Background: an optimization exercise with open tools, aiming at small area, a short achievable clock period and few clock cycles. Do not read the settings as production practice.
In this exercise RTL edits were held to simulation tests only and were not proved equivalent to the original.
No activity file was given, so power comes from the tool's default toggle rates.

==> flow/design.v (excerpt) <==
module pcwlc_core (
    input  wire        clk,
    input  wire        rst,
    input  wire        host_we,
    input  wire [2:0]  host_addr,
    input  wire [63:0] host_wdata,
    output wire [31:0] status,
    output wire [63:0] res,
    output wire [63:0] res2,
    output wire [31:0] erraddr,
    output reg         port_req,
    output reg         port_we,
    output reg  [1:0]  port_size,     
    output reg  [16:0] port_addr,
    output wire [31:0] port_wdata,
    input  wire        port_ack,
    input  wire [1:0]  port_fail,     
    input  wire [31:0] port_rdata,
    input  wire [63:0] now
);
    localparam [2:0] C_OK      = 3'd0;
    localparam [2:0] C_NOTFND  = 3'd1;
    localparam [2:0] C_ALIGN   = 3'd2;
    localparam [2:0] C_RANGE   = 3'd3;
    localparam [2:0] C_UNSUP   = 3'd4;
    localparam [2:0] C_IOFAIL  = 3'd5;
    localparam [2:0] C_ILLEGAL = 3'd6;
    localparam [4:0] OP_CFG_READ   = 5'h01;
    localparam [4:0] OP_CFG_WRITE  = 5'h02;
    localparam [4:0] OP_FIND_STD   = 5'h03;
    localparam [4:0] OP_FIND_EXT   = 5'h04;
    localparam [4:0] OP_ENABLE     = 5'h05;
    localparam [4:0] OP_DISABLE    = 5'h06;
    localparam [4:0] OP_RETRAIN    = 5'h07;
    localparam [4:0] OP_SET_SPEED  = 5'h08;
    localparam [4:0] OP_READ_STAT  = 5'h09;
    localparam [4:0] OP_WAIT_TRAIN = 5'h0A;
    localparam [4:0] OP_HOT_RESET  = 5'h0B;
    localparam [4:0] OP_SET_BITS   = 5'h0C;
    localparam [4:0] S_IDLE  = 5'd0;
    localparam [4:0] S_FIN   = 5'd1;    
    localparam [4:0] S_CFGR  = 5'd2;
    localparam [4:0] S_CFGW  = 5'd3;
    localparam [4:0] S_ST    = 5'd4;    
    localparam [4:0] S_HT    = 5'd5;    
    localparam [4:0] S_PTR   = 5'd6;    
    localparam [4:0] S_ENT   = 5'd7;    
    localparam [4:0] S_EXT   = 5'd8;    
    localparam [4:0] S_RMWR  = 5'd9;    
    localparam [4:0] S_RMWW  = 5'd10;   
    localparam [4:0] S_CAP   = 5'd11;
    localparam [4:0] S_LC2R  = 5'd12;
  ...
Size: about 3300 cells after synthesis, about 430 flip-flops, ~410 I/O pins.
Settings: LEC_CHECK=0, CAP_MARGIN=20, CORE_MARGIN=2, CORE_UTILIZATION=40, SETUP_SLACK_MARGIN=4, SLEW_MARGIN=20; clock period 8.0 ns.
standard.sh (not shown) runs the stock make flow with config.mk's settings and CLKGATE_MAP_FILE= SYNTH_SCRIPT=/design/flow/synth_recipe.tcl, a recipe that flattens the netlist after the stock synthesis.
==> flow/flow/run.sh <==
#!/bin/bash
# Layout flow: the standard flow (standard.sh: the standard synthesis,
# then ORFS to the routed layout) with two layout settings changed:
#  - the port buffers are buf_1 cells instead of the delay buffers that
#    buffer_ports picks by default; timing repair upsizes the ones on
#    critical paths;
#  - the resizer may change a cell's footprint when it sizes cells
#    (MATCH_CELL_FOOTPRINT=0), so timing repair can upsize freely.
# The output of the whole run goes to standard.log in the work folder; ORFS
# keeps each step's log under orfs/logs/.
set -euo pipefail
bash standard.sh MATCH_CELL_FOOTPRINT=0 \
    "BUFFER_PORTS_ARGS=-buffer_cell sky130_fd_sc_hd__buf_1" \
    finish > standard.log 2>&1
Testbench counts at the start, summed over its fixed seeds: cycles 67,760.
Rerun with:
- CORE_UTILIZATION: 40 -> 50
After rerunning:
- power goes up by 3.3%
- design area goes up by 0.37%
- clock-buffer cell count goes up by 4
Rerun with:
--- a/flow/flow/run.sh
+++ b/flow/flow/run.sh
@@ -4,3 +4,2 @@
-#  - the port buffers are buf_1 cells instead of the delay buffers that
-#    buffer_ports picks by default; timing repair upsizes the ones on
-#    critical paths;
+#  - the port buffers are buf_4 cells instead of the delay buffers that
+#    buffer_ports picks by default;
@@ -13 +12 @@
-    "BUFFER_PORTS_ARGS=-buffer_cell sky130_fd_sc_hd__buf_1" \
+    "BUFFER_PORTS_ARGS=-buffer_cell sky130_fd_sc_hd__buf_4" \
- CORE_UTILIZATION: 50 -> 40
Effect:
- The changed run passed the timing, DRC and antenna checks
- routed wire length increases by 2.4%
- die area increases by 25%
- global-route usage went down by 7.1 points
- sequential cell count is unchanged
- clock skew is about the same
Rerun with:
--- a/flow/flow/run.sh
+++ b/flow/flow/run.sh
@@ -4,2 +4,3 @@
-#  - the port buffers are buf_4 cells instead of the delay buffers that
-#    buffer_ports picks by default;
+#  - the port buffers are buf_1 cells instead of the delay buffers that
+#    buffer_ports picks by default; timing repair upsizes the ones on
+#    critical paths;
@@ -12 +13 @@
-    "BUFFER_PORTS_ARGS=-buffer_cell sky130_fd_sc_hd__buf_4" \
+    "BUFFER_PORTS_ARGS=-buffer_cell sky130_fd_sc_hd__buf_1" \
- CAP_MARGIN: 20 -> 10
- PLACE_DENSITY: not set -> 0.75
- SLEW_MARGIN: 20 -> 10
What happened:
- design area falls by 4.1%
- combinational power falls by about 5%
- non-clock buffer count rises by 12
- hold slack gets worse by 0.0035 ns

## re-timing with driven ports
How much do the figures lean on ideal ports? The routed layouts below were timed once more, with nothing changed but the port constraints. Step 1, drivers: a clkbuf_16 drives clk and a buf_2 each remaining input, both assumed. Step 2 moves the port delays by t, midway between the first and last clock arrival at a register: inputs arrive t later, outputs are due t later. That takes back most of the time a late clock gives input paths. a / b / c = no drivers / after step 1 / after step 2; a / b = the first two.
| run | t, ns | setup WS [ns] | hold slack, ns | worst register clock-pin slew, ns | worst slew at a driven data input, ns |
|---|---|---|---|---|---|
| the first run | 0.666 | 3.950 / 3.876 / 3.210 | 0.465 / 0.465 / 0.465 | 0.07 / 0.07 | 0.13 |
| the second run | 0.675 | 3.946 / 3.975 / 3.300 | 0.460 / 0.460 / 0.460 | 0.07 / 0.07 | 0.13 |
| the third run | 0.659 | 4.023 / 4.061 / 3.402 | 0.473 / 0.473 / 0.473 | 0.07 / 0.07 | 0.09 |
| the fourth run | 0.666 | 3.886 / 3.924 / 3.258 | 0.470 / 0.470 / 0.470 | 0.07 / 0.07 | 0.11 |
After both steps setup and hold are still met in every run listed. The setup slack of the first run, which loses most, moves by -0.074 ns with the drivers and by -0.740 ns with both steps.
